This design comes from an exercise in tuning for small area, a short achievable clock period and few clock cycles on the open sky130 flow, not from production work. Only simulation tests tie the RTL to the original design; equivalence was not proved. Power and IR drop assume default switching activity.

==> run X: inputs <==
## ant_codec
module ant_codec (
    input  wire       clk,
    input  wire       rst,
    input  wire       cmd_valid,
    output wire       cmd_ready,
    input  wire [1:0] cmd_op,
    input  wire [7:0] cmd_byte,
    input  wire [8:0] cmd_len,
    output reg        rsp_valid,
    output reg  [3:0] rsp_code,
    output reg  [7:0] rsp_id,
    output reg  [7:0] rsp_plen,
    output reg  [8:0] rsp_count,
    output reg        pl_valid,
    output reg  [7:0] pl_byte,
    output reg        tx_valid,
    output reg  [7:0] tx_byte,
    output wire [8:0] rx_level
);
==> flow/config.mk <==
export PLATFORM = sky130hd
export DESIGN_NAME = ant_codec
export DESIGN_NICKNAME = ant_codec
export VERILOG_FILES = /design/flow/design.v
export SDC_FILE = /design/flow/constraint.sdc
export NUM_CORES = 4
export LEC_CHECK = 0
export CAP_MARGIN = 20
export CORE_MARGIN = 2
export CORE_UTILIZATION = 60
export PLACE_DENSITY = 0.72
export SETUP_SLACK_MARGIN = 5
export SLEW_MARGIN = 20
==> flow/constraint.sdc <==
create_clock -name core_clock -period 10.0 [get_ports {clk}]
set_input_delay 2.0000 -clock core_clock [delete_from_list [all_inputs] [get_ports {clk}]]
set_output_delay 2.0000 -clock core_clock [all_outputs]
set_load 0.01 [all_outputs]
run.sh (not shown) runs the stock make flow with config.mk's settings and CLKGATE_MAP_FILE= SYNTH_SCRIPT=/design/flow/synth_recipe.tcl, a recipe that flattens the netlist after the stock synthesis.
==> run D (differences from run X) <==
--- a/flow/design.v
+++ b/flow/design.v
@@ -1,10 +1,10 @@
 module ant_codec (
     input  wire       clk,
     input  wire       rst,
     input  wire       cmd_valid,
-    output wire       cmd_ready,
+    output reg        cmd_ready,
     input  wire [1:0] cmd_op,
     input  wire [7:0] cmd_byte,
     input  wire [8:0] cmd_len,
     output reg        rsp_valid,
     output reg  [3:0] rsp_code,
@@ -13,11 +13,11 @@
     output reg  [8:0] rsp_count,
     output reg        pl_valid,
     output reg  [7:0] pl_byte,
     output reg        tx_valid,
     output reg  [7:0] tx_byte,
-    output wire [8:0] rx_level
+    output reg  [8:0] rx_level
 );
     localparam [7:0] SYNC  = 8'hA4;
     localparam integer DEPTH = 320;
     localparam [1:0] OP_PUSH = 2'd0, OP_DECODE = 2'd1, OP_DROP = 2'd2, OP_ENCODE = 2'd3;
     localparam [3:0] R_CHKERR  = 4'd4,
@@ -53,22 +53,20 @@
     reg [8:0] rd_ptr, wr_ptr, count;
     reg [7:0] stg [0:RL-1];
     reg [2:0] stg_rp, stg_wp;
     reg [3:0] stg_cnt;
     reg [8:0] rw;                        
-    assign rx_level = count;
     reg       c_v;
     reg [1:0] c_op;
     reg [7:0] c_byte;
     reg [8:0] c_len;
     reg       s_v;
     reg [1:0] s_op;
     reg [7:0] s_byte;
     reg [8:0] s_len;
     reg [8:0] drop_n;      
     reg       drop_ok;
-    assign cmd_ready = !s_v;
     reg [1:0] sc_state;
     reg [8:0] sc_idx;      
     reg [8:0] sc_ptr;      
     reg       sc_caught;   
     reg [7:0] sc_len;
@@ -81,10 +79,12 @@
     reg [8:0] f_ptr;       
     reg [5:0]  rsel;       
     reg        rd_stream;  
     reg        rd_scan1;   
     reg        rd_scan;    
+    reg [7:0]  rdq;        
+    reg        f_ok;       
     reg       st_busy;
     reg       st_run;      
     reg       st_ok;       
     reg [8:0] st_ptr;
     reg [7:0] st_left;
@@ -174,11 +174,11 @@
     end
     wire [8:0] n_count = c_drop ? drop_n : sc_idx;
     wire       scan_reset = do_data;
     wire       sc_inline  = do_push && sc_caught && sc_state != SC_DONE;
     wire       sc_in_v    = !scan_reset && sc_state != SC_DONE && (rd_scan || sc_inline);
-    wire [7:0] sc_in      = rd_scan ? pl_byte : c_byte;
+    wire [7:0] sc_in      = rd_scan ? rdq : c_byte;
     function aligned;
         input [8:0] x;
         begin
             aligned = x[2:0] == ph + 3'd1;
         end
@@ -187,13 +187,13 @@
     wire [9:0] st_d   = (st_ptr >= rw) ? {1'b0, st_ptr} - {1'b0, rw}
                                        : {1'b0, st_ptr} + 10'd320 - {1'b0, rw};
     wire st_rd    = st_busy && aligned(st_ptr) && (st_run || st_ok);
     wire st_new   = do_valid && sc_len != 8'd0;
     wire st_last  = st_rd && st_left == 8'd1;
+    wire [9:0] f_avail = {1'b0, count} - {6'd0, stg_cnt} - {1'b0, f_idx};
     wire fetch    = !scan_reset && !st_busy && !st2_v && !st_new &&
-                    sc_state != SC_DONE && f_idx < count && aligned(f_ptr) &&
-                    ({1'b0, f_idx} + {6'd0, stg_cnt} <= {1'b0, count});
+                    sc_state != SC_DONE && f_ok && aligned(f_ptr);
     wire       emit    = hd_v && (hd_code == Q_DATA ? (a_v && a_rdy) :
                                   hd_code == Q_ENC  ? e_done != 2'd0 : 1'b1);
     wire       emit_a  = emit && hd_code == Q_DATA;
     wire       emit_e  = emit && hd_code == Q_ENC;
     wire       hd_free = !hd_v || (emit && hd_n == 5'd1);
@@ -225,12 +225,14 @@
     always @(*) begin
         rd_or = 8'd0;
         for (g = 0; g < NR; g = g + 1)
             rd_or = rd_or | (ring[g*RL] & {8{rsel == g}});
     end
-    always @(posedge clk)
+    always @(posedge clk) begin
         pl_byte <= rd_or;
+        rdq     <= rd_or;
+    end
     always @(posedge clk) begin
         if (qm_push) begin
             qm_code[qm_wp] <= tl_code;
             qm_n[qm_wp]    <= tl_n;
         end
@@ -248,10 +250,13 @@
     reg       a_v_n, b_v_n, a_rdy_n, b_rdy_n;
     always @(posedge clk) begin
         if (rst) begin
             c_v       <= 1'b0;
             s_v       <= 1'b0;
+            cmd_ready <= 1'b1;
+            rx_level  <= 9'd0;
+            f_ok      <= 1'b0;
             drop_ok   <= 1'b0;
             rd_ptr    <= 9'd0;
             wr_ptr    <= 9'd0;
             count     <= 9'd0;
             ph        <= 3'd0;
@@ -311,13 +316,17 @@
                 s_v    <= cmd_valid;
                 s_op   <= cmd_op;
                 s_byte <= cmd_byte;
                 s_len  <= cmd_len;
             end
+            cmd_ready <= c_free || (!s_v && !cmd_valid);
             drop_n  <= (c_len > count) ? count : c_len;
             drop_ok <= c_v && c_drop && !exec;
-            count <= count_n;
+            count    <= count_n;
+            rx_level <= count_n;
+            f_ok     <= !scan_reset && !f_avail[9] && f_avail != 10'd0 &&
+                        (f_avail != 10'd1 || !fetch);
             ph    <= ph + 3'd1;
             if (do_push) begin
                 wr_ptr <= inc_wrap(wr_ptr);
                 stg_wp <= stg_wp + 3'd1;
             end
==> flow/flow/run.sh (new file) <==
#!/bin/bash
# Layout: the standard ORFS flow (standard.sh, unchanged synthesis and steps), with two
# changes to how the layout is made: the port buffers that buffer_ports inserts are buf_2
# cells, and timing repair aims for a setup slack of 6.3 ns at the design's 10 ns clock.
# The make output goes to standard.log; ORFS keeps each step's log under orfs/logs.
set -euo pipefail
export BUFFER_PORTS_ARGS="-buffer_cell sky130_fd_sc_hd__buf_2"
export SETUP_SLACK_MARGIN=6.3
bash standard.sh > standard.log 2>&1
==> flow/standard.sh (new file) <==
#!/bin/bash
# synth_recipe.tcl (not shown) runs the flow's synth.tcl, then flattens the netlist and writes it again
# the make line also repeats each setting of config.mk as NAME=value (left out here)
make -C /OpenROAD-flow-scripts/flow DESIGN_CONFIG=/design/flow/config.mk WORK_HOME=/design/flow/orfs CLKGATE_MAP_FILE= SYNTH_SCRIPT=/design/flow/synth_recipe.tcl "${@:-finish}"
--- a/flow/config.mk
+++ b/flow/config.mk
@@ -6,8 +6,9 @@
 export NUM_CORES = 4
 export LEC_CHECK = 0
 export CAP_MARGIN = 20
 export CORE_MARGIN = 2
 export CORE_UTILIZATION = 60
+export CTS_CLUSTER_DIAMETER = 150
+export CTS_CLUSTER_SIZE = 24
 export PLACE_DENSITY = 0.72
-export SETUP_SLACK_MARGIN = 5
 export SLEW_MARGIN = 20
removed: flow/run.sh
==> summary of the runs <==
- Register-to-register slack: run D is higher than run X (0.13 ns).
- Between run X and run D, the lower critical path depth is in run X (gap 6).
- Against run D, the core utilization of run X is higher by 3.8 points.
- In run D the via count is smaller than in run X, by 3.5%.
- In synthesized area, run D and run X hardly differ.
- Against run D, the sequential share of layout area of run X is lower by 3.9 points.
- Worst hold slack: run X is lower than run D (0.033 ns).
- Sequential power is about the same in run X and run D.
- Clock skew: run X is higher than run D (0.034 ns).
- Setup slack: run D is better than run X (0.40 ns).
Testbench counts of run X, summed over its fixed seeds: cycles 62,657.
Testbench counts of run D, summed over its fixed seeds: cycles 62,753.

-- port drivers added, routing unchanged --
In the flow no input, the clock included, has a driving cell. The finished layouts below were timed again as built, in two steps. Step 1: set_driving_cell puts a clkbuf_16 on clk and a buf_2 on each other input, an assumption about the parent block. Step 2, shift: input delay + t, output delay - t, t = (earliest + latest rising clock arrival at the registers) / 2. This alone moves slack from input paths to output paths. Three values: ideal ports, drivers, drivers and shift; two values: the first two.
| run | t, ns | setup slack, ns | worst register clock-pin slew, ns |
|---|---|---|---|
| run X | 0.959 | 5.690 / 5.607 / 5.741 | 0.07 / 0.07 |
| run D | 0.893 | 6.089 / 6.089 / 5.642 | 0.11 / 0.11 |
After both steps every run listed still meets setup and hold. The setup slack of run D, which loses most, moves by 0.000 ns with the drivers and by -0.447 ns with both steps.
